Context: an optimization exercise on an open-source flow, tuned for small area, a short achievable clock period and few clock cycles. The choices shown serve that exercise and are no tape-out recipe.
At most, simulation tests tie the RTL to the original design; equivalence was not proved.
The RTL of run 1 was laid out without a check of its function.
Power is estimated from default activity; no workload was simulated.

`design.v`:
```
module pgs_hdec #(
    parameter NMAX = 32                  
) (
    input  wire        clk,
    input  wire        rst,              
    input  wire        start,
    input  wire [31:0] dec_off,
    input  wire [15:0] dec_runs,
    input  wire [15:0] dec_len,
    input  wire [12:0] clen,
    output wire        busy,
    output reg         done,
    output reg  [3:0]  err,
    output reg  [12:0] dec_end,
    output wire        mem_req,
    output wire [11:0] mem_addr,
    input  wire        mem_ack,
    input  wire [7:0]  mem_rdata,
    output wire        dbuf_we,
    output wire [4:0]  dbuf_addr,
    output wire [23:0] dbuf_wdata
);
    localparam NINT = NMAX - 1;          
    localparam [3:0] E_OK        = 4'd0,
                     E_BAD_OPND  = 4'd10,
                     E_TRUNC     = 4'd11,
                     E_BAD_TREE  = 4'd12,
                     E_BAD_START = 4'd13;
    localparam [2:0] S_IDLE  = 3'd0,
                     S_TREE  = 3'd1,
                     S_CODE  = 3'd2,
                     S_START = 3'd3,
                     S_WRITE = 3'd4;
    reg [2:0]  state;
    reg [11:0] base;          
    reg        far;           
    reg [12:0] addr;          
    reg        ga;            
    reg        oka0, oka1;    
    reg [4:0]  tl;            
    reg        okw0, okw1;    
    reg [5:0]  lv;            
    reg [5:0]  inn;           
    reg [4:0]  top;           
    reg [4:0]  pj;            
    reg        pset;          
    reg [4:0]  lsz [0:NINT-1];    
    reg        rint[0:NINT-1];    
    reg        lw_en;
    reg [4:0]  lw_a, lw_d;
    reg        rw_en;
    reg [4:0]  rw_a;
    reg        rw_d;
    reg        single;        
    reg [4:0]  wj;            
    reg [4:0]  wl;            
    reg [2:0]  bp;            
    reg [7:0]  cb;            
    reg        cbv;           
    reg [5:0]  r;             
    reg        wmore;         
    reg        emit;          
    reg [5:0]  rr;            
    reg [12:0] raddr;         
    reg [2:0]  rbp;
    reg        sv;
    reg [4:0]  sj;
    reg [4:0]  sl;
    reg        tv;
    reg [9:0]  tq;            
    reg [12:0] faddr;
    reg [2:0]  fs;            
    reg [1:0]  cnt;           
    reg        fv;            
    reg [23:0] acc;           
    reg        full;          
    reg        cnv;           
    reg [23:0] cn;
    reg [4:0]  prev_st;
    reg        bad_st;
    reg [NMAX-1:0] bmap;      
    reg [4:0]  p;             
    reg        bnd;           
    reg [23:0] cur;           
    assign busy     = (state != S_IDLE);
    assign mem_req  = busy;
    assign mem_addr = ga ? addr[11:0] : faddr[11:0];
    wire ack = mem_ack;
    wire [7:0] rd = mem_rdata;
    wire [12:0] addr2 = addr + 13'd2;
    wire tbit = rd[~tl[2:0]];
    wire cword_ok = (tl >= 5'd8) ? okw1 : okw0;     
    wire [12:0] wla  = raddr;
    wire [12:0] wla4 = wla + 13'd4;
    wire [12:0] o2   = (tl >= 5'd8) ? wla + 13'd1 : wla - 13'd3;
    wire        link_fw = lw_en && (lw_a == top);
    wire [4:0]  link = link_fw ? lw_d : lsz[top];
    wire last_run = (r + 6'd1 == dec_runs[5:0]);
    wire walking = (state == S_CODE) ||
                   (state == S_WRITE && wmore && !sv);
    wire [7:0] cbyte = cbv ? cb : rd;
    wire cbit = cbyte[bp];
    wire step = walking && (cbv || (ga && ack));
    wire [4:0] a  = lsz[wj];
    wire       ri = rint[wj];
    wire [4:0] wj1 = wj + 5'd1;
    wire [4:0] wjn = cbit ? wj1 + a : wj1;
    wire [4:0] wln = cbit ? wl + a + 5'd1 : wl;
    wire       hit = cbit ? !ri : (a == 5'd0);
    wire st_bad = ((r == 6'd0) ? (rd != 8'd0) : (rd <= {3'd0, prev_st})) || ({8'd0, rd} >= dec_len);
    wire        wr_now = (state == S_WRITE) && (!bnd || cnv);
    assign dbuf_we    = wr_now;
    assign dbuf_addr  = p;
    assign dbuf_wdata = bnd ? cn : cur;
    wire [4:0]  p1 = p + 5'd1;
    wire        take = wr_now && bnd && !single;           
    wire        arrive = fv && !ga && ack;
    wire [1:0]  nb1 = (fs == 3'd0) ? 2'd2 : 2'd3;        
    wire        last_in = arrive && (cnt == nb1);
    wire        move = (full || last_in) && (!cnv || take);  
    wire        abusy = (fv && !last_in) || ((full || last_in) && !move);
    wire        fload = tv && !abusy;
    wire        tload = sv && (!tv || fload);
    wire [9:0]  tcol = {1'b0, sl, 4'd0} + {2'b0, sl, 3'd0} + {5'd0, sl} + {5'd0, sj} + 10'd1;
    wire [31:0] cat = {acc, rd};
    wire [38:0] catsh = {7'd0, cat} << fs;
    wire [23:0] color = (fs == 3'd0) ? cat[23:0] : catsh[31:8];
    wire        emit_now = emit && (!sv || tload);
    wire        ga_next = (walking && !cbv && !(ga && ack)) ||
                          (step && bp == 3'd7 && !(hit && (state == S_WRITE || last_run))) ||
                          (state == S_WRITE && wmore && tload && !cbv);
    always @(posedge clk) begin
        if (rst) begin
            state   <= S_IDLE;
            done    <= 1'b0;
            err     <= E_OK;
            dec_end <= 13'd0;
        end else begin
            done    <= 1'b0;
            lw_en   <= 1'b0;
            rw_en   <= 1'b0;
            if (lw_en)
                lsz[lw_a] <= lw_d;
            if (rw_en)
                rint[rw_a] <= rw_d;
            if (state == S_CODE || state == S_WRITE)
                ga <= ga_next;
            if (arrive) begin
                cnt   <= cnt + 2'd1;
                faddr <= faddr + 13'd1;
                if (last_in) begin
                    acc  <= color;
                    fv   <= 1'b0;
                end else begin
                    acc <= cat[23:0];
                end
            end
            if (move) begin
                cn   <= full ? acc : color;
                cnv  <= 1'b1;
                full <= 1'b0;
            end else begin
                if (last_in)
                    full <= 1'b1;
                if (take)
                    cnv <= 1'b0;
            end
            if (tload) begin
                tq <= tcol;
                tv <= 1'b1;
                sv <= 1'b0;
            end else if (fload) begin
                tv <= 1'b0;
            end
            if (fload) begin
                faddr <= {1'b0, base} + {6'd0, tq[9:3]};
                fs    <= tq[2:0];
                cnt   <= 2'd0;
                fv    <= 1'b1;
            end
            if (step && (state == S_WRITE || oka0)) begin
                bp  <= bp + 3'd1;
                cb  <= cbyte;
                cbv <= (bp != 3'd7);
                if (bp == 3'd7) begin
                    addr <= addr + 13'd1;
                    oka0 <= oka1;
                    oka1 <= !far && (addr2 < clen);
                end
                if (hit) begin
                    wj <= 5'd0;
                    wl <= 5'd0;
                    r  <= r + 6'd1;
                    if (state == S_WRITE && last_run)
                        wmore <= 1'b0;
                    if (state == S_WRITE || emit_now) begin
                        sv <= 1'b1;
                        sj <= wjn;
                        sl <= wln;
                    end
                    if (state == S_CODE) begin
                        if (emit_now) begin
                            rr    <= r + 6'd1;
                            raddr <= (bp == 3'd7) ? addr + 13'd1 : addr;
                            rbp   <= bp + 3'd1;
                        end else begin
                            emit  <= 1'b0;
                        end
                    end
                end else begin
                    wj <= wjn;
                    wl <= wln;
                end
            end
            case (state)
            S_IDLE: begin
                if (start) begin
                    base   <= dec_off[11:0];
                    far    <= |dec_off[31:12];
                    addr   <= {1'b0, dec_off[11:0]};
                    ga     <= 1'b1;
                    raddr  <= {1'b0, dec_off[11:0]} + 13'd7;
                    okw0   <= ~|dec_off[31:12] && ({1'b0, dec_off[11:0]} + 13'd3 < clen);
                    okw1   <= ~|dec_off[31:12] && ({1'b0, dec_off[11:0]} + 13'd7 < clen);
                    tl     <= 5'd0;
                    lv     <= 6'd0;
                    inn    <= 6'd0;
                    pset   <= 1'b0;
                    bmap   <= {NMAX{1'b0}};
                    sv     <= 1'b0;
                    tv     <= 1'b0;
                    fv     <= 1'b0;
                    full   <= 1'b0;
                    cnv    <= 1'b0;
                    if (dec_len == 16'd0 || dec_len > NMAX ||
                        dec_runs == 16'd0 || dec_runs > dec_len) begin
                        err  <= E_BAD_OPND;
                        done <= 1'b1;
                    end else begin
                        state <= S_TREE;
                    end
                end
            end
            S_TREE: begin
                if (!okw0) begin
                    err   <= E_TRUNC;
                    done  <= 1'b1;
                    state <= S_IDLE;
                end else if (ack) begin
                    if (tbit) begin
                        if (!cword_ok) begin
                            err   <= E_TRUNC;
                            done  <= 1'b1;
                            state <= S_IDLE;
                        end else begin
                            lv   <= lv + 6'd1;
                            tl   <= tl + 5'd25;
                            addr <= addr + ((tl[2:0] == 3'd7) ? 13'd4 : 13'd3);
                            if (tl >= 5'd7) begin
                                raddr <= wla4;
                                okw0  <= okw1;
                                okw1  <= !far && (wla4 < clen);
                            end
                            if (lv == inn) begin
                                addr   <= o2;
                                oka0   <= !far && (o2 < clen);
                                oka1   <= !far && (o2 + 13'd1 < clen);
                                single <= (inn == 6'd0);
                                wj     <= 5'd0;
                                wl     <= 5'd0;
                                bp     <= 3'd0;
                                cbv    <= 1'b0;
                                emit   <= 1'b1;
                                r      <= 6'd0;
                                bad_st <= 1'b0;
                                if (inn == 6'd0) begin
                                    sv    <= 1'b1;
                                    sj    <= 5'd0;
                                    sl    <= 5'd0;
                                    state <= S_START;
                                end else begin
                                    state <= S_CODE;
                                end
                            end else begin
                                lw_en <= 1'b1;
                                lw_a  <= top;
                                lw_d  <= inn[4:0] - top - 5'd1;
                                rw_en <= 1'b1;
                                rw_a  <= top;
                                rw_d  <= 1'b0;
                                top   <= link;
                                pj    <= top;
                                pset  <= 1'b1;
                            end
                        end
                    end else begin
                        if (inn == dec_len[5:0] - 6'd1) begin
                            err   <= E_BAD_TREE;
                            done  <= 1'b1;
                            state <= S_IDLE;
                        end else begin
                            lw_en <= 1'b1;
                            lw_a  <= inn[4:0];
                            lw_d  <= top;
                            rw_en <= pset;
                            rw_a  <= pj;
                            rw_d  <= 1'b1;
                            pset  <= 1'b0;
                            top   <= inn[4:0];
                            inn   <= inn + 6'd1;
                            tl    <= tl + 5'd1;
                            if (tl[2:0] == 3'd7)
                                addr <= addr + 13'd1;
                            if (tl == 5'd31) begin
                                raddr <= wla4;
                                okw0  <= okw1;
                                okw1  <= !far && (wla4 < clen);
                            end
                        end
                    end
                end
            end
            S_CODE: begin
                if (!cbv && !oka0) begin
                    err   <= E_TRUNC;
                    done  <= 1'b1;
                    state <= S_IDLE;
                end else if (step && hit && last_run) begin
                    r     <= 6'd0;
                    addr  <= addr + 13'd1;
                    ga    <= 1'b1;
                    oka0  <= oka1;
                    oka1  <= !far && (addr2 < clen);
                    state <= S_START;
                end
            end
            S_START: begin
                if (!oka0) begin
                    err   <= E_TRUNC;
                    done  <= 1'b1;
                    state <= S_IDLE;
                end else if (ack) begin
                    addr    <= addr + 13'd1;
                    oka0    <= oka1;
                    oka1    <= !far && (addr2 < clen);
                    prev_st <= rd[4:0];
                    bmap[rd[4:0]] <= 1'b1;
                    if (st_bad)
                        bad_st <= 1'b1;
                    r <= r + 6'd1;
                    if (last_run) begin
                        if (bad_st || st_bad) begin
                            err   <= E_BAD_START;
                            done  <= 1'b1;
                            state <= S_IDLE;
                        end else begin
                            dec_end <= addr + 13'd1;
                            p     <= 5'd0;
                            bnd   <= 1'b1;
                            addr  <= raddr;
                            bp    <= rbp;
                            cbv   <= 1'b0;
                            wj    <= 5'd0;
                            wl    <= 5'd0;
                            r     <= rr;
                            wmore <= !single && (dec_runs[5:0] != rr);
                            ga    <= !single && (dec_runs[5:0] != rr);
                            state <= S_WRITE;
                        end
                    end
                end
            end
            S_WRITE: begin
                if (wr_now) begin
                    p   <= p1;
                    bnd <= bmap[p1];
                    if (bnd)
                        cur <= cn;
                    if (p == dec_len[4:0] - 5'd1) begin
                        err   <= E_OK;
                        done  <= 1'b1;
                        state <= S_IDLE;
                    end
                end
            end
            default: state <= S_IDLE;
            endcase
        end
    end
endmodule
```
`run.sh`:
```
#!/bin/bash
# synth_recipe.tcl (not shown) runs the flow's synth.tcl, then flattens the netlist and writes it again
# the make line also repeats each setting of config.mk as NAME=value (left out here)
make -C /OpenROAD-flow-scripts/flow DESIGN_CONFIG=/design/flow/config.mk WORK_HOME=/design/flow/orfs CLKGATE_MAP_FILE= SYNTH_SCRIPT=/design/flow/synth_recipe.tcl finish
```
`config.mk`:
```
export PLATFORM = sky130hd
export DESIGN_NAME = pgs_hdec
export DESIGN_NICKNAME = pgs_hdec
export VERILOG_FILES = /design/flow/design.v
export SDC_FILE = /design/flow/constraint.sdc
export NUM_CORES = 4
export LEC_CHECK = 0
export CAP_MARGIN = 20
export CORE_MARGIN = 2
export CORE_UTILIZATION = 40
export CTS_BUF_LIST = sky130_fd_sc_hd__clkbuf_16
export CTS_CLUSTER_DIAMETER = 100
export CTS_CLUSTER_SIZE = 30
export SETUP_SLACK_MARGIN = 3
export SLEW_MARGIN = 20
```
`constraint.sdc`:
```
create_clock -name core_clock -period 7.0 [get_ports {clk}]
set_input_delay 1.4000 -clock core_clock [delete_from_list [all_inputs] [get_ports {clk}]]
set_output_delay 1.4000 -clock core_clock [all_outputs]
set_load 0.01 [all_outputs]
```
==> run summary, run 1 <==
outcome=no timing/DRC/antenna violations; first-pass GRT wire length=about 160 mm; mux cell area share after synthesis=~12%; IO Pins=roughly 150; I/O Buffers=150; simple-gate share of the synthesized area=13.6%; Worst Setup Start Kind=flip-flop; via count=25,666; total track usage=about 25%; synth unique cells=84; Max stage delay on crit path=0.60 ns; Min-Delay Path Class=reg2reg; Routed Antenna Nets=0; clock-pin slew on the worst setup and hold paths=0.12 ns; NumNets Final=3,439; Leak Pwr=roughly 14 nW; Die ar.=roughly 0.084 sq mm; initial antenna violation count=4; clk_skew=0.0423 ns; Syn Nets=~3,300; Synth area leader=edfxtp_1; Area Growth Syn to Fin=15.0%; Rows=104; sequential fraction of the synthesis area=45.7%; # fillers=roughly 7,400; footprint of the multi-input gates=0.0171 sq mm; Hold Fails Final Rpt=0; HP Start=tq[2]; CP top delay family=compound AO/OA/AOI/OAI gates; largest net degree at the start of global routing=53; CTS Buffer Depth=3; via density per instance=6.04; setup slack, reg-to-reg=3.00 ns; largest family of logic cells by synthesized area=simple AND/OR/NAND/NOR gates; Max VDD drop=0.163 mV; Slew Limit Headroom=30.4%; Most used DFF post-synth=edfxtp_1; Worst setup EP type=flip-flop; Critical Path Most Common Cell=buf_4; grt ovf=0; unrepaired setup endpoints after global routing=true; setup violators final=0; Critical Path Fanout Max=7; Seq. cell area=0.0149 sq mm; die width=289 um; warnings from Yosys=1; Post-Syn Area=0.0325 sq mm; dpl cell area=between 0.03 and 0.04 sq mm; adder-cell share of the synthesized area=7.02%; crit path time final=4.00 ns; Post-synth EDFFs=474; cells after synthesis=just over 3,000; Pre-Repair DR Iteration Count=6; CTS tree=done; Setup TNS Final=0 ns; XOR/XNOR Fraction of Synth Area=under 10%; DRT iter0 DRCs=around 2,600; WL/cell=roughly 25 um; H-Tree Depth=1; Max Freq=250 MHz; Crit. Startpoint=raddr[4]; share of cells above drive strength 1=roughly 15%; CTS Sinks=505; synthesis-stage register bit count=505; # Max-Cap Violations=0; WP data arrival=between 4 and 5 ns; CP max-delay cell=or4_1; TritonCTS buffer count=25; R2R Path Start=raddr[4]; most frequent cells in the layout=edfxtp_1, nand2_1, nor2_1; final max-slew violation count=0; critical path class=reg2reg; Post-Route WL=~110 mm; Worst-Skew Late Latency=~0.62 ns; worst-path cell chain=or4_1, o31a_1, o21ai_1, mux2i_1, xor2_2, buf_4, buf_4, xor2_1, ha_1, a21oi_1, nor2b_1, o21ai_2, nand3_1, o221ai_1; Synth area leaders=edfxtp_1, mux4_2, ha_1; DP HPWL=76.1 mm; vias in the first global route=25,009; Starting Density=40.4%; die height=289 um; Async SR Flop Fraction=0%; Synth top area share=43.8%; DRC Markers=0; Finished Cell Area=approximately 0.037 sq mm; Req. time, crit path=around 7.5 ns; Core Region=around 0.080 sq mm; Syn Area/Cell=10.7 sq um; Slew @ Worst Pin=1.04 ns; CP Buf/Inv Count=2; routability congestion estimate=between 0.9 and 1; Root Buffer=clkbuf_16; PD cells=197 mW/mm^2; most common cell after layout, fill and taps aside=edfxtp_1; Final period util=a little under three fifths; Synth Area in Compound Gates=11.9%
## stage by stage
step | power [mW] | setup WS [ns] | utilization [%] | std cells | hold WS [ns]
6_report | 7.35 | 3.00 | 46.5 | 4252 | 0.439
4_1_cts | 7.28 | 2.95 | 45.7 | 4205 | 0.442
2_1_floorplan | 4.73 | 3.03 | - | 3026 | 0.400
3_3_place_gp | 5.34 | 1.55 | 43.6 | 4108 | 0.410
5_1_grt | 7.65 | 2.86 | 46.5 | 4251 | 0.453
3_5_place_dp | 5.38 | 1.42 | 43.6 | 4108 | 0.413
## registers in the layout, indices dropped and copies added, names as in the netlist, 6 cells and up, named ones only
name	cells
tq	10
acc	24
rr	6
base	12
addr	13
dec_end	13
rint	31
cn	24
cb	8
lsz	155
cur	24
bmap	32
raddr	13
faddr	12
lv	6
r	6
inn	6
## final timing paths
path / end / cells past startpoint
min: fs[2] / 0
min reg2reg: fs[2] / 0
max: oka1 / 14
max reg2reg: oka1 / 14
## cell families after synthesis
family          Yosys count
compound gates          621
xor+xnor                211
fa+ha+maj               177
buf+inv                 293
flops                   505
mux                     263
simple gates            956
## layout make-up
type	instances	area share, %
clock inverters	20	0.566
repair buffers	296	7.43
diodes	1	0.00669
clock buffers	25	1.67
well taps	1060	3.55
inverters	114	1.17
multi-input cells	2231	45.8
flip-flops and latches	505	39.8
## where the power goes
part	internal [mW]	switching, mW	total [mW]	leakage [nW]
combinational	0.811	1.13	1.94	8.60
sequential	3.42	0.190	3.61	4.64
clock	0.712	1.09	1.80	0.432
total	4.94	2.41	7.35	13.7
## Yosys cell counts (11+ instances only)
library cell  count
nor3_1           50
nand3_1          75
a31oi_1          17
o211ai_1         23
nand2b_1         26
nor4_1           27
o21ai_0         170
a211oi_1         31
buf_1            31
mux2i_1         101
edfxtp_1        474
and3_1           25
mux4_2           98
inv_1           112
and4_1           12
or3_1            12
nor2_1          305
nand2_1         313
a21oi_1         180
and2_1           16
xor2_1           94
nand4_1          19
ha_1            168
xnor2_1         113
o21a_1           14
nor2b_1          18
a21boi_0         11
a21o_1           38
clkbuf_1        132
dfxtp_1          31
o22ai_1          13
o31ai_1          14
or2_2            11
mux2_2           59
## metal layers
| layer | part of all wire (%) | vias to the layer above | GRT usage, % |
|---|---|---|---|
| met5 | 0.051 | - | 0 |
| met4 | 3.0 | 8 | 7.44 |
| met3 | 8.5 | 191 | 4.17 |
| met2 | 47 | 1187 | 40.4 |
| met1 | 42 | 12738 | 34.5 |
| li1 | - | 11542 | - |
## repair_timing
item	4_1_cts	5_1_grt
setup buffers	46	42
cloned	6	2
pin swaps	9	15
resized for setup	113	81
hold buffers	0	0
endpoints found under the setup margin	160	107
==> inputs of run 2 (changes only) <==
--- a/design.v
+++ b/design.v
@@ -43,16 +43,11 @@
     reg [5:0]  inn;           
     reg [4:0]  top;           
-    reg [4:0]  pj;            
-    reg        pset;          
     reg [4:0]  lsz [0:NINT-1];    
-    reg        rint[0:NINT-1];    
     reg        lw_en;
     reg [4:0]  lw_a, lw_d;
-    reg        rw_en;
-    reg [4:0]  rw_a;
-    reg        rw_d;
     reg        single;        
     reg [4:0]  wj;            
     reg [4:0]  wl;            
+    reg [4:0]  wsz;           
     reg [2:0]  bp;            
     reg [7:0]  cb;            
@@ -73,5 +68,5 @@
     reg [1:0]  cnt;           
     reg        fv;            
-    reg [23:0] acc;           
+    reg [31:0] acc;           
     reg        full;          
     reg        cnv;           
@@ -103,9 +98,10 @@
     wire step = walking && (cbv || (ga && ack));
     wire [4:0] a  = lsz[wj];
-    wire       ri = rint[wj];
+    wire [4:0] rsz = wsz - a;                         
     wire [4:0] wj1 = wj + 5'd1;
     wire [4:0] wjn = cbit ? wj1 + a : wj1;
     wire [4:0] wln = cbit ? wl + a + 5'd1 : wl;
-    wire       hit = cbit ? !ri : (a == 5'd0);
+    wire [4:0] wszn = (cbit ? rsz : a) - 5'd1;
+    wire       hit = cbit ? (a == wsz) : (a == 5'd0);
     wire st_bad = ((r == 6'd0) ? (rd != 8'd0) : (rd <= {3'd0, prev_st})) || ({8'd0, rd} >= dec_len);
     wire        wr_now = (state == S_WRITE) && (!bnd || cnv);
@@ -123,7 +119,7 @@
     wire        tload = sv && (!tv || fload);
     wire [9:0]  tcol = {1'b0, sl, 4'd0} + {2'b0, sl, 3'd0} + {5'd0, sl} + {5'd0, sj} + 10'd1;
-    wire [31:0] cat = {acc, rd};
-    wire [38:0] catsh = {7'd0, cat} << fs;
-    wire [23:0] color = (fs == 3'd0) ? cat[23:0] : catsh[31:8];
+    wire [14:0] rdsh = {7'd0, rd} << fs;
+    wire [31:0] accn = {acc[23:0], 8'd0} | {17'd0, rdsh};
+    wire [23:0] color = (fs == 3'd0) ? accn[23:0] : accn[31:8];
     wire        emit_now = emit && (!sv || tload);
     wire        ga_next = (walking && !cbv && !(ga && ack)) ||
@@ -139,9 +135,6 @@
             done    <= 1'b0;
             lw_en   <= 1'b0;
-            rw_en   <= 1'b0;
             if (lw_en)
                 lsz[lw_a] <= lw_d;
-            if (rw_en)
-                rint[rw_a] <= rw_d;
             if (state == S_CODE || state == S_WRITE)
                 ga <= ga_next;
@@ -150,12 +143,12 @@
                 faddr <= faddr + 13'd1;
                 if (last_in) begin
-                    acc  <= color;
-                    fv   <= 1'b0;
+                    acc[23:0] <= color;
+                    fv <= 1'b0;
                 end else begin
-                    acc <= cat[23:0];
+                    acc <= accn;
                 end
             end
             if (move) begin
-                cn   <= full ? acc : color;
+                cn   <= full ? acc[23:0] : color;
                 cnv  <= 1'b1;
                 full <= 1'b0;
@@ -189,6 +182,7 @@
                 end
                 if (hit) begin
-                    wj <= 5'd0;
-                    wl <= 5'd0;
+                    wj  <= 5'd0;
+                    wl  <= 5'd0;
+                    wsz <= inn[4:0] - 5'd1;
                     r  <= r + 6'd1;
                     if (state == S_WRITE && last_run)
@@ -209,6 +203,7 @@
                     end
                 end else begin
-                    wj <= wjn;
-                    wl <= wln;
+                    wj  <= wjn;
+                    wl  <= wln;
+                    wsz <= wszn;
                 end
             end
@@ -226,5 +221,4 @@
                     lv     <= 6'd0;
                     inn    <= 6'd0;
-                    pset   <= 1'b0;
                     bmap   <= {NMAX{1'b0}};
                     sv     <= 1'b0;
@@ -269,4 +263,5 @@
                                 wj     <= 5'd0;
                                 wl     <= 5'd0;
+                                wsz    <= inn[4:0] - 5'd1;
                                 bp     <= 3'd0;
                                 cbv    <= 1'b0;
@@ -286,10 +281,5 @@
                                 lw_a  <= top;
                                 lw_d  <= inn[4:0] - top - 5'd1;
-                                rw_en <= 1'b1;
-                                rw_a  <= top;
-                                rw_d  <= 1'b0;
                                 top   <= link;
-                                pj    <= top;
-                                pset  <= 1'b1;
                             end
                         end
@@ -303,8 +293,4 @@
                             lw_a  <= inn[4:0];
                             lw_d  <= top;
-                            rw_en <= pset;
-                            rw_a  <= pj;
-                            rw_d  <= 1'b1;
-                            pset  <= 1'b0;
                             top   <= inn[4:0];
                             inn   <= inn + 6'd1;
@@ -363,4 +349,5 @@
                             wj    <= 5'd0;
                             wl    <= 5'd0;
+                            wsz   <= inn[4:0] - 5'd1;
                             r     <= rr;
                             wmore <= !single && (dec_runs[5:0] != rr);
--- a/config.mk
+++ b/config.mk
@@ -10,6 +10,6 @@
 export CORE_UTILIZATION = 40
 export CTS_BUF_LIST = sky130_fd_sc_hd__clkbuf_16
-export CTS_CLUSTER_DIAMETER = 100
-export CTS_CLUSTER_SIZE = 30
+export CTS_CLUSTER_DIAMETER = 80
+export CTS_CLUSTER_SIZE = 24
 export SETUP_SLACK_MARGIN = 3
 export SLEW_MARGIN = 20
==> run summary, run 2 <==
outcome=no timing/DRC/antenna violations (unchanged); most common cell after layout, fill and taps aside=edfxtp_1 (unchanged); via density per instance=6.03 (was 6.04); Max Freq=239 MHz (was 250 MHz); die height=279 um (was 289 um); Hold Fails Final Rpt=0 (unchanged); # Max-Cap Violations=0 (unchanged); unrepaired setup endpoints after global routing=true (unchanged); CTS tree=done (unchanged); Critical Path Fanout Max=20 (was 7); Reg with most FFs=lsz (unchanged); crit path time final=4.18 ns (was 4.00 ns); Async SR Flop Fraction=0% (unchanged); Syn Area/Cell=11.0 sq um (was 10.7 sq um); warnings from Yosys=1 (unchanged); Sw Ratio=31.5% (was 32.8%); DRC Markers=0 (unchanged); grt ovf=0 (unchanged); first-pass GRT wire length=145 mm (was 159 mm); WL/cell=24.5 um (was 25.2 um); Seq pwr share=47.0% (was 49.1%); commonest cells in the synthesized netlist=edfxtp_1, nor2_1, nand2_1 (was edfxtp_1, nand2_1, nor2_1); DRT iter0 DRCs=2,855 (was 2,620); Synth Area in Compound Gates=12.6% (was 11.9%); clock group share of total power=29.5% (was 24.5%); Max VDD drop=0.169 mV (was 0.163 mV); H-Tree Depth=1 (unchanged); XOR/XNOR Fraction of Synth Area=6.47% (was 5.86%); Worst setup EP type=flip-flop (unchanged); Pre-Repair DR Iteration Count=6 (unchanged); routability congestion estimate=0.951 (was 0.959); cells after synthesis=2,758 (was 3,026); WP data arrival=4.56 ns (was 4.45 ns); adder-cell share of the synthesized area=7.73% (was 7.02%); clock-pin slew on the worst setup and hold paths=0.09 ns (was 0.12 ns); Net Sw Power=2.20 mW (was 2.41 mW); Root Buffer=clkbuf_16 (unchanged); Req. time, crit path=7.38 ns (was 7.45 ns); Syn Nets=3,028 (was 3,292); setup slack, reg-to-reg=2.88 ns (was 3.00 ns); simple-gate share of the synthesized area=12.0% (was 13.6%); critical path class=in2reg (was reg2reg); Post-Syn Area=0.0303 sq mm (was 0.0325 sq mm); final core occ=47.7% (was 46.5%); dpl cell area=0.0327 sq mm (was 0.0351 sq mm); TritonCTS buffer count=31 (was 25); synthesis-stage register bit count=466 (was 505); mux cell area share after synthesis=12.3% (was 12.4%); Placed Cells=3,758 (was 4,108); Min-Delay Path Class=reg2reg (unchanged); total track usage=24.1% (was 25.0%); Slew @ Worst Pin=1.07 ns (was 1.04 ns); count leader, synth=edfxtp_1 (unchanged); clk_skew=0.0526 ns (was 0.0423 ns); Leak Pwr=13.1 nW (was 13.7 nW); RR Endpoint=raddr[5] (was oka1); post-route insts no fill=3,928 (was 4,252); # fillers=6,740 (was 7,364); Synth top area share=43.1% (was 43.8%); largest family of logic cells by synthesized area=compound AO/OA/AOI/OAI gates (was simple AND/OR/NAND/NOR gates); PD cells=196 mW/mm^2 (was 197 mW/mm^2); IO Pins=151 (unchanged); via count=23,685 (was 25,666); NumNets Final=3,203 (was 3,439); Hold EP=fs[1] (was fs[2]); largest registers=lsz x155, bmap x32 (was lsz x155, bmap x32, rint x31); total power=6.99 mW (was 7.35 mW); synth unique cells=89 (was 84); Area Growth Syn to Fin=17.8% (was 15.0%); Post-synth EDFFs=435 (was 474); vias in the first global route=23,119 (was 25,009); Core Region=0.0747 sq mm (was 0.0804 sq mm); largest net degree at the start of global routing=55 (was 53); Worst Setup Start Kind=primary input (was flip-flop); Slew Limit Headroom=28.6% (was 30.4%); footprint of the multi-input gates=0.0163 sq mm (was 0.0171 sq mm); Synth area leaders=edfxtp_1, ha_1, mux4_2 (was edfxtp_1, mux4_2, ha_1); power share of the combinational group=23.5% (was 26.4%); Post-Route WL=96.3 mm (was 107 mm); Synth area leader=edfxtp_1 (unchanged); Seq. cell area=0.0137 sq mm (was 0.0149 sq mm); Starting Density=40.5% (was 40.4%); Routed Antenna Nets=0 (unchanged); I/O Buffers=150 (unchanged); Int Pwr=4.79 mW (was 4.94 mW); HP Start=tq[1] (was tq[2]); DP HPWL=69.3 mm (was 76.1 mm); sequential fraction of the synthesis area=45.2% (was 45.7%); Most used DFF post-synth=edfxtp_1 (unchanged); hold path cells=0 (unchanged); max FFs per register=155 (unchanged); Finished Cell Area=0.0357 sq mm (was 0.0374 sq mm); Rows=100 (was 104); die width=279 um (was 289 um); setup violators final=0 (unchanged); final max-slew violation count=0 (unchanged); share of cells above drive strength 1=18.1% (was 14.9%); Die ar.=0.0779 sq mm (was 0.0835 sq mm); Reg2Reg Depth=16 (was 14); initial antenna violation count=3 (was 4); Final period util=59.7% (was 57.2%); CTS Sinks=466 (was 505); CTS Buffer Depth=3 (unchanged); most frequent cells in the layout=edfxtp_1, nor2_1, nand2_1 (was edfxtp_1, nand2_1, nor2_1); Worst-Skew Late Latency=0.67 ns (was 0.62 ns); Setup TNS Final=0 ns (unchanged)
## run 2: cell count changes in the layout (fill, tap and decap cells not counted), moves of 20 or more
cell	previous run	this run
edfxtp_1	474	435
o21ai_0	157	109
mux2_2	58	78
nor2_1	300	269
mux2i_1	99	77
nand2_1	310	183
## run 2: cell type report
type	count	area share, %
inverter	117	1.29
clock buffer	32	2.25
timing repair buffer	304	8.23
multi-input combinational	2013	45.6
tap	969	3.40
antenna	1	0.00702
sequential	466	38.4
clock inverter	26	0.796
## run 2: worst max-delay path, cell delays in order
cell	delay (ns)
clkdlybuf4s50_1	0.44
buf_8	0.18
mux4_2	0.46
mux4_2	0.55
clkinv_4	0.08
nand2_4	0.09
o32a_4	0.34
buf_12	0.14
nor2_4	0.26
mux2_4	0.33
a221o_1	0.29
## run 2: power groups by stage
stage,Sequential (mW),Clock [mW],Combinational (mW)
6_report,3.28,2.06,1.65
5_1_grt,3.29,2.17,1.78
4_1_cts,3.28,2.09,1.56
3_5_place_dp,3.36,0,1.41
3_3_place_gp,3.36,0,1.39
2_1_floorplan,3.25,0,1.02
## run 2: cell families after synthesis
family,Yosys count
and+or+nand+nor,772
AOI/OAI and AO/OA,592
DFF,466
buffers and inverters,279
muxes,251
xor gates and xnor gates,217
adders and majority gates,181
## run 2: how the worst max path moves through the flow
stage                       startpoint  slack (ns)       end  cells past startpoint
final                     mem_rdata[3]        2.82  raddr[5]                     11
after global routing         flip-flop        2.75  raddr[5]                     16
after CTS                 mem_rdata[3]        2.86  raddr[5]                     11
after detailed placement  mem_rdata[0]        1.23   addr[2]                     11
after global placement    mem_rdata[0]        1.42   addr[2]                     11
after floorplan           mem_rdata[3]        2.93     sj[0]                     12
## run 2: what timing repair did
item | CTS | global route
setup buffers | 63 | 41
hold buffers | 0 | 0
setup endpoints to repair | 162 | 84
gates resized for setup | 139 | 81
gates cloned | 1 | 2
pin swaps | 25 | 47
## run 2: metal layers
layer / global-route usage [%] / routed length, um / up-vias
met2: 38.8 / 44500 / 1084
met5: 0 / 23 / -
met1: 33.6 / 41200 / 11712
met3: 3.19 / 7120 / 219
met4: 7.76 / 3450 / 4
li1: - / - / 10666
## run 2: per-stage QoR
step / worst slack [ns] / hold WS [ns]
final: 2.82 / 0.433
after global placement: 1.42 / 0.417
after global routing: 2.75 / 0.437
after detailed placement: 1.23 / 0.417
after CTS: 2.86 / 0.419
after floorplan: 2.93 / 0.400
Testbench counts of run 2, summed over its fixed seeds: cycles 68,069.
==> inputs of run 3 (changes only) <==
--- a/design.v
+++ b/design.v
@@ -38,12 +38,7 @@
     reg        ga;            
     reg        oka0, oka1;    
-    reg [4:0]  tl;            
-    reg        okw0, okw1;    
-    reg [5:0]  lv;            
     reg [5:0]  inn;           
-    reg [4:0]  top;           
     reg [4:0]  lsz [0:NINT-1];    
     reg        lw_en;
-    reg [4:0]  lw_a, lw_d;
     reg        single;        
     reg [4:0]  wj;            
@@ -84,11 +79,11 @@
     wire [7:0] rd = mem_rdata;
     wire [12:0] addr2 = addr + 13'd2;
-    wire tbit = rd[~tl[2:0]];
-    wire cword_ok = (tl >= 5'd8) ? okw1 : okw0;     
+    wire tbit = rd[~p[2:0]];
+    wire cword_ok = (p >= 5'd8) ? oka1 : oka0;     
     wire [12:0] wla  = raddr;
     wire [12:0] wla4 = wla + 13'd4;
-    wire [12:0] o2   = (tl >= 5'd8) ? wla + 13'd1 : wla - 13'd3;
-    wire        link_fw = lw_en && (lw_a == top);
-    wire [4:0]  link = link_fw ? lw_d : lsz[top];
+    wire [12:0] o2   = (p >= 5'd8) ? wla + 13'd1 : wla - 13'd3;
+    wire        link_fw = lw_en && (sj == wj);
+    wire [4:0]  link = link_fw ? sl : lsz[wj];
     wire last_run = (r + 6'd1 == dec_runs[5:0]);
     wire walking = (state == S_CODE) ||
@@ -136,5 +131,5 @@
             lw_en   <= 1'b0;
             if (lw_en)
-                lsz[lw_a] <= lw_d;
+                lsz[sj] <= sl;
             if (state == S_CODE || state == S_WRITE)
                 ga <= ga_next;
@@ -216,8 +211,8 @@
                     ga     <= 1'b1;
                     raddr  <= {1'b0, dec_off[11:0]} + 13'd7;
-                    okw0   <= ~|dec_off[31:12] && ({1'b0, dec_off[11:0]} + 13'd3 < clen);
-                    okw1   <= ~|dec_off[31:12] && ({1'b0, dec_off[11:0]} + 13'd7 < clen);
-                    tl     <= 5'd0;
-                    lv     <= 6'd0;
+                    oka0   <= ~|dec_off[31:12] && ({1'b0, dec_off[11:0]} + 13'd3 < clen);
+                    oka1   <= ~|dec_off[31:12] && ({1'b0, dec_off[11:0]} + 13'd7 < clen);
+                    p     <= 5'd0;
+                    r     <= 6'd0;
                     inn    <= 6'd0;
                     bmap   <= {NMAX{1'b0}};
@@ -237,5 +232,5 @@
             end
             S_TREE: begin
-                if (!okw0) begin
+                if (!oka0) begin
                     err   <= E_TRUNC;
                     done  <= 1'b1;
@@ -248,13 +243,13 @@
                             state <= S_IDLE;
                         end else begin
-                            lv   <= lv + 6'd1;
-                            tl   <= tl + 5'd25;
-                            addr <= addr + ((tl[2:0] == 3'd7) ? 13'd4 : 13'd3);
-                            if (tl >= 5'd7) begin
+                            r   <= r + 6'd1;
+                            p   <= p + 5'd25;
+                            addr <= addr + ((p[2:0] == 3'd7) ? 13'd4 : 13'd3);
+                            if (p >= 5'd7) begin
                                 raddr <= wla4;
-                                okw0  <= okw1;
-                                okw1  <= !far && (wla4 < clen);
+                                oka0  <= oka1;
+                                oka1  <= !far && (wla4 < clen);
                             end
-                            if (lv == inn) begin
+                            if (r == inn) begin
                                 addr   <= o2;
                                 oka0   <= !far && (o2 < clen);
@@ -279,7 +274,7 @@
                             end else begin
                                 lw_en <= 1'b1;
-                                lw_a  <= top;
-                                lw_d  <= inn[4:0] - top - 5'd1;
-                                top   <= link;
+                                sj  <= wj;
+                                sl  <= inn[4:0] - wj - 5'd1;
+                                wj   <= link;
                             end
                         end
@@ -291,15 +286,15 @@
                         end else begin
                             lw_en <= 1'b1;
-                            lw_a  <= inn[4:0];
-                            lw_d  <= top;
-                            top   <= inn[4:0];
+                            sj  <= inn[4:0];
+                            sl  <= wj;
+                            wj   <= inn[4:0];
                             inn   <= inn + 6'd1;
-                            tl    <= tl + 5'd1;
-                            if (tl[2:0] == 3'd7)
+                            p    <= p + 5'd1;
+                            if (p[2:0] == 3'd7)
                                 addr <= addr + 13'd1;
-                            if (tl == 5'd31) begin
+                            if (p == 5'd31) begin
                                 raddr <= wla4;
-                                okw0  <= okw1;
-                                okw1  <= !far && (wla4 < clen);
+                                oka0  <= oka1;
+                                oka1  <= !far && (wla4 < clen);
                             end
                         end
==> run summary, run 3 <==
most common cell after layout, fill and taps aside=edfxtp_1 (unchanged); I/O Buffers=150 (unchanged); setup violators final=0 (unchanged); footprint of the multi-input gates=0.0155 sq mm (was 0.0163 sq mm); die width=270 um (was 279 um); cells after synthesis=2,707 (was 2,758); Most used DFF post-synth=edfxtp_1 (unchanged); Final period util=60.0% (was 59.7%); Routed Antenna Nets=0 (unchanged); routability congestion estimate=0.957 (was 0.951); CTS Sinks=433 (was 466); clk_skew=0.0329 ns (was 0.0526 ns); die height=270 um (was 279 um); Synth top area share=43.1% (about the same); post-place setup slack=1.29 ns (was 1.23 ns); Final WS setup=2.80 ns (was 2.82 ns); Synth area leader=edfxtp_1 (unchanged); outcome=no timing/DRC/antenna violations (unchanged); DP HPWL=64.8 mm (was 69.3 mm); via count=23,019 (was 23,685); H-Tree Depth=2 (was 1); crit path time final=4.20 ns (was 4.18 ns); DRT iter0 DRCs=2,479 (was 2,855); power share of the combinational group=21.2% (was 23.5%); warnings from Yosys=1 (unchanged); CTS tree=done (unchanged); RR Endpoint=raddr[11] (was raddr[5]); Die ar.=0.0730 sq mm (was 0.0779 sq mm); critical path class=reg2reg (was in2reg); synth unique cells=88 (was 89); antenna diode count=0 (was 1); Reg with most FFs=lsz (unchanged); dpl cell area=0.0309 sq mm (was 0.0327 sq mm); synthesis-stage register bit count=433 (was 466); Async SR Flop Fraction=0% (unchanged); Synth area leaders=edfxtp_1, ha_1, xnor2_1 (was edfxtp_1, ha_1, mux4_2); Int Pwr=4.55 mW (was 4.79 mW); Setup TNS Final=0 ns (unchanged); total track usage=24.5% (was 24.1%); share of cells above drive strength 1=17.1% (was 18.1%); WL/cell=23.8 um (was 24.5 um); via density per instance=5.97 (was 6.03); Worst Setup Start Kind=flip-flop (was primary input); Sw Ratio=30.5% (was 31.5%); first-pass GRT wire length=139 mm (was 145 mm); max FFs per register=155 (unchanged); Max Freq=238 MHz (was 239 MHz); Starting Density=40.4% (was 40.5%); Area Growth Syn to Fin=20.4% (was 17.8%); sequential fraction of the synthesis area=45.0% (was 45.2%); Post-synth EDFFs=407 (was 435); vias in the first global route=22,835 (was 23,119); Net Sw Power=2.00 mW (was 2.20 mW); Worst setup EP type=flip-flop (unchanged); TritonCTS buffer count=34 (was 31); Seq pwr share=45.8% (was 47.0%); hold path cells=0 (unchanged); Max VDD drop=0.134 mV (was 0.169 mV); total power=6.55 mW (was 6.99 mW); Reg2Reg Depth=16 (unchanged); WP data arrival=4.53 ns (was 4.56 ns); Pre-Repair DR Iteration Count=6 (unchanged); Placed Cells=3,699 (was 3,758); Post-Syn Area=0.0283 sq mm (was 0.0303 sq mm); initial antenna violation count=0 (was 3); WHS=0.433 ns (about the same); Post-Route WL=91.6 mm (was 96.3 mm); # Max-Cap Violations=0 (unchanged); largest registers=lsz x155, bmap x32 (unchanged); final core occ=48.7% (was 47.7%); Rows=97 (was 100); grt ovf=0 (unchanged); Root Buffer=clkbuf_16 (unchanged); # fillers=6,332 (was 6,740); setup slack, reg-to-reg=2.80 ns (was 2.88 ns); clock group share of total power=33.0% (was 29.5%); Slew Limit Headroom=21.1% (was 28.6%); NumNets Final=3,171 (was 3,203); Worst-Skew Late Latency=0.59 ns (was 0.67 ns); count leader, synth=edfxtp_1 (unchanged); PD cells=192 mW/mm^2 (was 196 mW/mm^2); clock-pin slew on the worst setup and hold paths=0.09 ns (about the same); Leak Pwr=12.6 nW (was 13.1 nW); Slew @ Worst Pin=1.18 ns (was 1.07 ns); post-route insts no fill=3,857 (was 3,928); Hold Fails Final Rpt=0 (unchanged); IO Pins=151 (unchanged); Finished Cell Area=0.0341 sq mm (was 0.0357 sq mm); most frequent cells in the layout=edfxtp_1, nor2_1, nand2_1 (unchanged); DRC Markers=0 (unchanged); Min-Delay Path Class=reg2reg (unchanged); commonest cells in the synthesized netlist=edfxtp_1, nor2_1, nand2_1 (unchanged); largest net degree at the start of global routing=42 (was 55); CTS Buffer Depth=3 (unchanged); Syn Nets=2,985 (was 3,028); Req. time, crit path=7.33 ns (was 7.38 ns); Post-CTS Hold Buffers=0 (unchanged); Core Region=0.0700 sq mm (was 0.0747 sq mm); Seq. cell area=0.0127 sq mm (was 0.0137 sq mm); Syn Area/Cell=10.5 sq um (was 11.0 sq um); unrepaired setup endpoints after global routing=true (unchanged); Critical Path Fanout Max=12 (was 20); Setup crit end=raddr[11] (was raddr[5]); final max-slew violation count=0 (unchanged)
run 3: cell types whose count changed after synthesis, moves of 14 or more:
cell	change
xor2_1	-21
mux4_2	-58
o22ai_1	+14
inv_1	+14
a21o_1	-18
o21ai_0	+14
mux2i_1	+17
a22oi_1	+14
edfxtp_1	-28
nor2_1	-24
run 3: power by group through the flow:
stage,Sequential [mW],Combinational [mW],Clock [mW]
6_report,3.00,1.39,2.16
5_1_grt,3.00,1.52,2.29
3_3_place_gp,3.06,1.15,0
3_5_place_dp,3.06,1.18,0
4_1_cts,3.00,1.34,2.21
2_1_floorplan,2.99,0.827,0
run 3: critical path, stage by stage (launching register included):
cell,delay [ns]
dfxtp_4,0.37
buf_4,0.14
buf_12,0.14
or2_2,0.33
o22a_1,0.23
a21oi_1,0.33
nor3_4,0.09
buf_12,0.15
ha_4,0.26
nand4_1,0.12
or3_1,0.33
mux2_4,0.32
o21a_4,0.16
buf_12,0.13
or4_4,0.57
a21oi_2,0.18
o21ai_1,0.08
run 3: routing by layer:
metal  wire, um  track usage [%]  vias up
met5          0                0        -
met4       3540             9.21        0
met3       6490             3.28      216
met2      43600             40.4     1079
met1      38000             32.8    11284
li1           -                -    10440
run 3: cell type report:
class | count | area share, %
well taps | 940 | 3.45
clock buffers | 37 | 2.72
clock inverters | 23 | 0.925
flip-flops and latches | 433 | 37.4
multi-input cells | 1997 | 45.6
inverters | 129 | 1.45
repair buffers | 298 | 8.47
run 3: cells by family (layout without fill, tap and decap cells):
logic type	Yosys count	in the layout	share of synthesized area, %
adders and majority gates	189	189	8.61
AOI/OAI and AO/OA	623	623	13.9
and+or+nand+nor	763	763	12.6
DFF	433	433	45.0
buffers and inverters	278	487	3.87
xor gates and xnor gates	206	206	6.57
muxes	215	216	9.40
run 3: worst min path at each step:
stage	slack, ns	from	end
global route	0.44	tq[1]	fs[1]
finish	0.43	tq[2]	fs[2]
floorplan	0.40	tq[0]	fs[0]
CTS	0.43	tq[2]	fs[2]
detailed placement	0.41	tq[2]	fs[2]
global placement	0.42	tq[2]	fs[2]
run 3: what timing repair did:
item                       CTS  global route
setup buffers               71            22
cloned                       4             1
setup endpoints to repair  145            94
hold endpoints to repair     0             0
pin swaps                   38            48
gates resized for setup    152           101
Testbench counts of run 3, summed over its fixed seeds: cycles 68,069.
==> inputs of run 4 (changes only) <==
--- a/config.mk
+++ b/config.mk
@@ -8,5 +8,5 @@
 export CAP_MARGIN = 20
 export CORE_MARGIN = 2
-export CORE_UTILIZATION = 40
+export CORE_UTILIZATION = 55
 export CTS_BUF_LIST = sky130_fd_sc_hd__clkbuf_16
 export CTS_CLUSTER_DIAMETER = 80
==> run summary, run 4 <==
synthesis-stage register bit count=433 (unchanged); synth unique cells=88 (unchanged); Hold Fails Final Rpt=0 (unchanged); Min-Delay Path Class=reg2reg (unchanged); NumNets Final=3,183 (was 3,171); Setup TNS Final=0 ns (unchanged); max FFs per register=155 (unchanged); Leak Pwr=12.5 nW (was 12.6 nW); commonest cells in the synthesized netlist=edfxtp_1, nor2_1, nand2_1 (unchanged); Seq. cell area=0.0128 sq mm (was 0.0127 sq mm); TritonCTS buffer count=29 (was 34); Critical Path Fanout Max=7 (was 12); Rows=83 (was 97); CTS Buffer Depth=3 (unchanged); Post-synth EDFFs=407 (unchanged); Area Growth Syn to Fin=18.6% (was 20.4%); sequential fraction of the synthesis area=45.0% (unchanged); cells after synthesis=2,707 (unchanged); Most used DFF post-synth=edfxtp_1 (unchanged); warnings from Yosys=1 (unchanged); Placed Cells=3,440 (was 3,699); Routed Antenna Nets=0 (unchanged); # Max-Cap Violations=0 (unchanged); Synth area leaders=edfxtp_1, ha_1, xnor2_1 (unchanged); Slew Limit Headroom=30.1% (was 21.1%); largest family of logic cells by synthesized area=compound AO/OA/AOI/OAI gates (unchanged); via density per instance=6.45 (was 5.97); vias in the first global route=22,396 (was 22,835); Post-Syn Area=0.0283 sq mm (unchanged); crit path time final=4.14 ns (was 4.20 ns); Async SR Flop Fraction=0% (unchanged); Worst Setup Start Kind=flip-flop (unchanged); Final period util=59.1% (was 60.0%); Syn Area/Cell=10.5 sq um (unchanged); DP HPWL=62.7 mm (was 64.8 mm); H-Tree Depth=1 (was 2); Reg with most FFs=lsz (unchanged); simple-gate share of the synthesized area=12.6% (unchanged); via count=23,277 (was 23,019); Max VDD drop=0.200 mV (was 0.134 mV); mux cell area share after synthesis=9.40% (unchanged); IO Pins=151 (unchanged); total track usage=32.8% (was 24.5%); Die ar.=0.0533 sq mm (was 0.0730 sq mm); Post-CTS Hold Buffers=0 (unchanged); outcome=no timing/DRC/antenna violations (unchanged); share of cells above drive strength 1=16.8% (was 17.1%); Syn Nets=2,985 (unchanged); WP data arrival=4.48 ns (was 4.53 ns); CTS Sinks=433 (unchanged); routability congestion estimate=0.984 (was 0.957); Starting Density=55.4% (was 40.4%); count leader, synth=edfxtp_1 (unchanged); PD cells=187 mW/mm^2 (was 192 mW/mm^2); hold path cells=0 (unchanged); setup violators final=0 (unchanged); most frequent cells in the layout=edfxtp_1, nor2_1, nand2_1 (unchanged); largest net degree at the start of global routing=43 (was 42); Worst setup EP type=flip-flop (unchanged); CTS tree=done (unchanged); Worst-Skew Late Latency=0.63 ns (was 0.59 ns); largest registers=lsz x155, bmap x32 (unchanged); Slew @ Worst Pin=1.04 ns (was 1.18 ns); adder-cell share of the synthesized area=8.61% (unchanged); Pre-Repair DR Iteration Count=7 (was 6); Req. time, crit path=7.34 ns (was 7.33 ns); clk_skew=0.0264 ns (was 0.0329 ns); DRC Markers=0 (unchanged); Core Region=0.0511 sq mm (was 0.0700 sq mm); grt ovf=0 (unchanged); initial antenna violation count=0 (unchanged); Root Buffer=clkbuf_16 (unchanged); post-route insts no fill=3,609 (was 3,857); # fillers=4,064 (was 6,332); final max-slew violation count=0 (unchanged); critical path class=reg2reg (unchanged); DRT iter0 DRCs=2,486 (was 2,479); Synth top area share=43.1% (unchanged); unrepaired setup endpoints after global routing=true (unchanged); Max Freq=242 MHz (was 238 MHz); WL/cell=24.8 um (was 23.8 um); first-pass GRT wire length=134 mm (was 139 mm); I/O Buffers=150 (unchanged); die width=231 um (was 270 um); most common cell after layout, fill and taps aside=edfxtp_1 (unchanged); footprint of the multi-input gates=0.0155 sq mm (about the same); Synth area leader=edfxtp_1 (unchanged); die height=231 um (was 270 um); Post-Route WL=89.7 mm (was 91.6 mm); Reg2Reg Depth=17 (was 16); Synth Area in Compound Gates=13.9% (unchanged); XOR/XNOR Fraction of Synth Area=6.57% (unchanged); clock-pin slew on the worst setup and hold paths=0.10 ns (was 0.09 ns)
run 4: what timing repair did:
item | in CTS | in global routing
endpoints found under the setup margin | 130 | 115
buffers inserted | 71 | 39
resized for setup | 114 | 124
gates cloned | 3 | 1
pin swaps | 35 | 65
run 4: logic make-up (layout without fill, tap and decap cells):
| group | after synthesis | after routing |
|---|---|---|
| buffers and inverters | 278 | 498 |
| flip-flops | 433 | 433 |
| other | 0 | 1 |
| AND/OR/NAND/NOR | 763 | 763 |
| XOR/XNOR | 206 | 206 |
| AO/OA/AOI/OAI | 623 | 623 |
| multiplexers | 215 | 216 |
| adder cells (fa/ha/maj) | 189 | 189 |
run 4: final timing paths:
path / start / endpoint / slack (ns)
setup / recovery: flip-flop / addr[10] / 2.86
hold / removal: tq[1] / fs[1] / 0.43
setup reg to reg: flip-flop / addr[10] / 2.86
hold reg to reg: tq[1] / fs[1] / 0.43
run 4: report_power, final:
part	switching, mW	internal [mW]	leakage [nW]
combinational	0.794	0.621	8.07
clock	1.04	0.827	0.496
sequential	0.0985	2.90	3.98
run 4: per-layer routing:
layer	GRT usage (%)	vias to the layer above	wire length [um]
met5	0	-	0
met4	11.8	0	3660
met3	3.96	232	6970
met2	53.3	1171	41600
met1	45.3	11415	37400
li1	-	10459	-
run 4: metrics by stage:
stage	setup slack, ns	instance area, sq um	total power, mW	util, %	hold slack [ns]
6_report	2.86	33600	6.28	65.8	0.427
5_1_grt	2.78	33600	6.49	65.8	0.446
4_1_cts	2.86	32700	6.16	64.1	0.427
3_5_place_dp	1.45	30600	4.23	59.9	0.407
3_3_place_gp	1.58	30600	4.19	59.9	0.403
2_1_floorplan	2.82	28500	3.82	-	0.400
run 4: layout make-up:
| type | count | area share, % |
|---|---|---|
| clock buffer | 29 | 2.16 |
| tap | 680 | 2.53 |
| antenna | 1 | 0.00745 |
| multi-input combinational | 1997 | 46.1 |
| inverter | 129 | 1.51 |
| clock inverter | 25 | 0.800 |
| sequential | 433 | 37.9 |
| timing repair buffer | 315 | 8.95 |
run 4: worst max-delay path: stages (launching register included):
cell and delay, ns:
dfxtp_2 0.35, buf_12 0.14, buf_8 0.13, buf_4 0.15, buf_4 0.18, mux2i_1 0.15
a32oi_1 0.34, nand3_2 0.19, ha_1 0.38, nand4_1 0.16, or3_1 0.33, mux2_4 0.31
buf_6 0.14, o32ai_4 0.40, buf_6 0.17, o21ai_1 0.06, xor2_1 0.16, o211ai_1 0.10
==> inputs of run 5 (changes only) <==
--- a/design.v
+++ b/design.v
@@ -80,4 +80,5 @@
     wire [12:0] addr2 = addr + 13'd2;
     wire tbit = rd[~p[2:0]];
+    wire pair = (p[2:0] != 3'd7) && rd[~(p[2:0] + 3'd1)] && ((p >= 5'd7) ? oka1 : oka0);
     wire cword_ok = (p >= 5'd8) ? oka1 : oka0;     
     wire [12:0] wla  = raddr;
@@ -284,4 +285,17 @@
                             done  <= 1'b1;
                             state <= S_IDLE;
+                        end else if (pair) begin
+                            lw_en <= 1'b1;
+                            sj    <= inn[4:0];
+                            sl    <= 5'd0;
+                            inn   <= inn + 6'd1;
+                            r     <= r + 6'd1;
+                            p     <= p + 5'd26;
+                            addr  <= addr + ((p[2:0] >= 3'd6) ? 13'd4 : 13'd3);
+                            if (p >= 5'd6) begin
+                                raddr <= wla4;
+                                oka0  <= oka1;
+                                oka1  <= !far && (wla4 < clen);
+                            end
                         end else begin
                             lw_en <= 1'b1;
==> run summary, run 5 <==
initial antenna violation count=2 (was 0); Synth area leaders=edfxtp_1, ha_1, xnor2_1 (unchanged); Syn Area/Cell=10.4 sq um (was 10.5 sq um); crit path time final=4.43 ns (was 4.14 ns); R2R Path Start=addr[3]; Synth top area share=42.3% (was 43.1%); Reg2Reg Depth=15 (was 17); mux cell area share after synthesis=9.00% (was 9.40%); IO Pins=151 (unchanged); Core Region=0.0522 sq mm (was 0.0511 sq mm); Syn Nets=3,059 (was 2,985); total track usage=35.4% (was 32.8%); Synth Area in Compound Gates=14.8% (was 13.9%); setup slack, reg-to-reg=2.57 ns (was 2.86 ns); Worst-Skew Late Latency=0.63 ns (about the same); Final period util=63.3% (was 59.1%); DRT iter0 DRCs=2,741 (was 2,486); CTS Sinks=433 (unchanged); Max VDD drop=0.172 mV (was 0.200 mV); Rows=84 (was 83); Pre-Repair DR Iteration Count=6 (was 7); adder-cell share of the synthesized area=8.72% (was 8.61%); cells after synthesis=2,775 (was 2,707); Async SR Flop Fraction=0% (unchanged); NumNets Final=3,275 (was 3,183); commonest cells in the synthesized netlist=edfxtp_1, nor2_1, nand2_1 (unchanged); largest registers=lsz x155, bmap x32 (unchanged); Hold EP=fs[0] (was fs[1]); Synth area leader=edfxtp_1 (unchanged); synthesis-stage register bit count=433 (unchanged); final max-slew violation count=0 (unchanged); share of cells above drive strength 1=19.1% (was 16.8%); Slew Limit Headroom=11.4% (was 30.1%); largest family of logic cells by synthesized area=compound AO/OA/AOI/OAI gates (unchanged); Reg with most FFs=lsz (unchanged); grt ovf=0 (unchanged); max FFs per register=155 (unchanged); Worst Setup Start Kind=flip-flop (unchanged); Setup TNS Final=0 ns (unchanged); die width=233 um (was 231 um); Area Growth Syn to Fin=20.4% (was 18.6%); # Max-Cap Violations=0 (unchanged); final core occ=66.6% (was 65.8%); Die ar.=0.0544 sq mm (was 0.0533 sq mm); synth unique cells=86 (was 88); simple-gate share of the synthesized area=12.7% (was 12.6%); Root Buffer=clkbuf_16 (unchanged); RR Endpoint=oka1 (was addr[10]); die height=233 um (was 231 um); M1 WL=38.3 mm (was 37.4 mm); Worst setup EP type=flip-flop (unchanged); clock-pin slew on the worst setup and hold paths=0.09 ns (was 0.10 ns); TritonCTS buffer count=30 (was 29); post-route insts no fill=3,703 (was 3,609); clk_skew=0.0289 ns (was 0.0264 ns); top sig layer=met5 (was met4); via density per instance=6.61 (was 6.45); via count=24,486 (was 23,277); Post-Syn Area=0.0289 sq mm (was 0.0283 sq mm); setup violators final=0 (unchanged); Most used DFF post-synth=edfxtp_1 (unchanged); H-Tree Depth=1 (unchanged); vias in the first global route=23,200 (was 22,396); PD cells=192 mW/mm^2 (was 187 mW/mm^2); Crit. Startpoint=addr[3]; DP HPWL=69.1 mm (was 62.7 mm); Slew @ Worst Pin=1.32 ns (was 1.04 ns); Critical Path Fanout Max=18 (was 7); hold path cells=0 (unchanged); Post-synth EDFFs=407 (unchanged); sequential fraction of the synthesis area=44.1% (was 45.0%); XOR/XNOR Fraction of Synth Area=6.98% (was 6.57%); DRC Markers=0 (unchanged); unrepaired setup endpoints after global routing=true (unchanged); critical path class=reg2reg (unchanged); routability congestion estimate=1.01 (was 0.984); Met3 Wirelength=8.95 mm (was 6.97 mm); Routed Antenna Nets=0 (unchanged); WP data arrival=4.93 ns (was 4.48 ns); antenna diode count=0 (was 1); Leak Pwr=12.9 nW (was 12.5 nW); Max Freq=226 MHz (was 242 MHz); CTS Buffer Depth=3 (unchanged); warnings from Yosys=1 (unchanged); Post-Route WL=98.7 mm (was 89.7 mm); WL/cell=26.7 um (was 24.8 um); # fillers=3,984 (was 4,064); Placed Cells=3,516 (was 3,440); Hold Fails Final Rpt=0 (unchanged); Min-Delay Path Class=reg2reg (unchanged); most common cell after layout, fill and taps aside=edfxtp_1 (unchanged); Req. time, crit path=7.50 ns (was 7.34 ns); first-pass GRT wire length=145 mm (was 134 mm); Starting Density=55.4% (about the same); most frequent cells in the layout=edfxtp_1, nor2_1, nand2_1 (unchanged); count leader, synth=edfxtp_1 (unchanged); largest net degree at the start of global routing=62 (was 43); HP Start=tq[0] (was tq[1]); met2 WL=45.3 mm (was 41.6 mm); I/O Buffers=150 (unchanged); outcome=no timing/DRC/antenna violations (unchanged); CTS tree=done (unchanged)
[run 5: worst max path at each step]
| stage | endpoint | slack, ns | cells after the start |
|---|---|---|---|
| finish | oka1 | 2.57 | 15 |
| global route | oka1 | 2.43 | 19 |
| CTS | oka1 | 2.63 | 18 |
| detailed placement | err[2] | 1.45 | 12 |
| global placement | err[2] | 1.41 | 12 |
| floorplan | oka1 | 2.97 | 20 |
[run 5: area by class of cell]
type,instances,area (sq um),share of cell area [%]
repair buffers,341,3210,9.23
clock buffers,30,751,2.16
multi-input cells,2061,16400,47.1
inverters,124,478,1.37
flip-flops and latches,433,12800,36.6
clock inverters,26,348,0.999
well taps,688,861,2.47
[run 5: kinds of logic (layout without fill, tap and decap cells)]
kind of cell,count (synthesis),in the layout
buffers and inverters,281,521
AND/OR/NAND/NOR,785,785
flip-flops,433,433
XOR/XNOR,224,224
adder cells (fa/ha/maj),195,195
multiplexers,202,202
AO/OA/AOI/OAI,655,655
[run 5: report_power, final]
part | switching, mW | internal, mW | total, mW | leakage (nW)
Combinational | 0.946 | 0.729 | 1.68 | 8.42
Sequential | 0.103 | 2.90 | 3.00 | 3.98
Clock | 1.08 | 0.931 | 2.01 | 0.554
[run 5: through the flow]
step	total power [mW]	instance area, sq um	worst slack, ns	hold slack [ns]
2_1_floorplan	3.94	29100	2.97	0.400
4_1_cts	6.54	33700	2.63	0.433
6_report	6.69	34800	2.57	0.426
3_5_place_dp	4.41	31300	1.45	0.408
5_1_grt	6.91	34800	2.43	0.444
3_3_place_gp	4.38	31300	1.41	0.402
[run 5: repair_timing]
item                                    CTS  global route
hold buffers                              0             0
buffers inserted                         68            58
cloned                                    2             3
resized for setup                       159           145
pin swaps                                51            69
endpoints found under the setup margin  136           112
[run 5: routing by layer]
| layer | up-vias | GRT usage, % |
|---|---|---|
| met3 | 335 | 5.88 |
| met2 | 1394 | 56.3 |
| met4 | 4 | 17.3 |
| li1 | 10807 | - |
| met1 | 11946 | 47.1 |
| met5 | - | 0 |
[run 5: worst max-delay path, cell delays in order (launching register included)]
cell      delay [ns]
edfxtp_1        0.34
buf_4           0.31
nand2_1         0.19
nor2_1          0.36
nand2_1         0.22
nor2_1          0.18
xor2_1          0.19
ha_1            0.28
a21o_1          0.17
a211o_1         0.35
or3_1           0.36
o21ai_0         0.63
mux2i_1         0.19
a21oi_1         0.19
o31a_1          0.18
a311o_1         0.13
Testbench counts of run 5, summed over its fixed seeds: cycles 65,667.

afterwards: timing with drivers on the ports:
The results above use ideal ports. As a check the final layouts listed here were re-extracted and re-timed, cells and wires unchanged. Step 1 assumes that a clkbuf_16 drives the clock port and a buf_2 every other input. Step 2 adds t to the input delays and takes it off the output delays; t is the mean of the earliest and latest rising clock arrival at the registers after step 1. Input paths then give back, and output paths get back, about the clock's delay inside the block. Slacks: ideal ports / drivers / drivers and shift; pairs: ideal ports / drivers.
run | t, ns | slack for setup (ns) | latest minus earliest clock arrival (ns)
run 1 | 0.658 | 2.997 / 2.963 / 2.305 | 0.046 / 0.046
run 2 | 0.709 | 2.821 / 2.865 / 2.157 | 0.053 / 0.053
run 3 | 0.633 | 2.799 / 2.799 / 2.240 | 0.033 / 0.033
run 4 | 0.678 | 2.863 / 2.863 / 2.279 | 0.029 / 0.029
run 5 | 0.681 | 2.567 / 2.567 / 2.087 | 0.029 / 0.029
After both steps setup and hold are still met in every run listed. For run 1, which loses most, drivers alone change the setup slack by -0.034 ns; drivers and shift together by -0.692 ns.
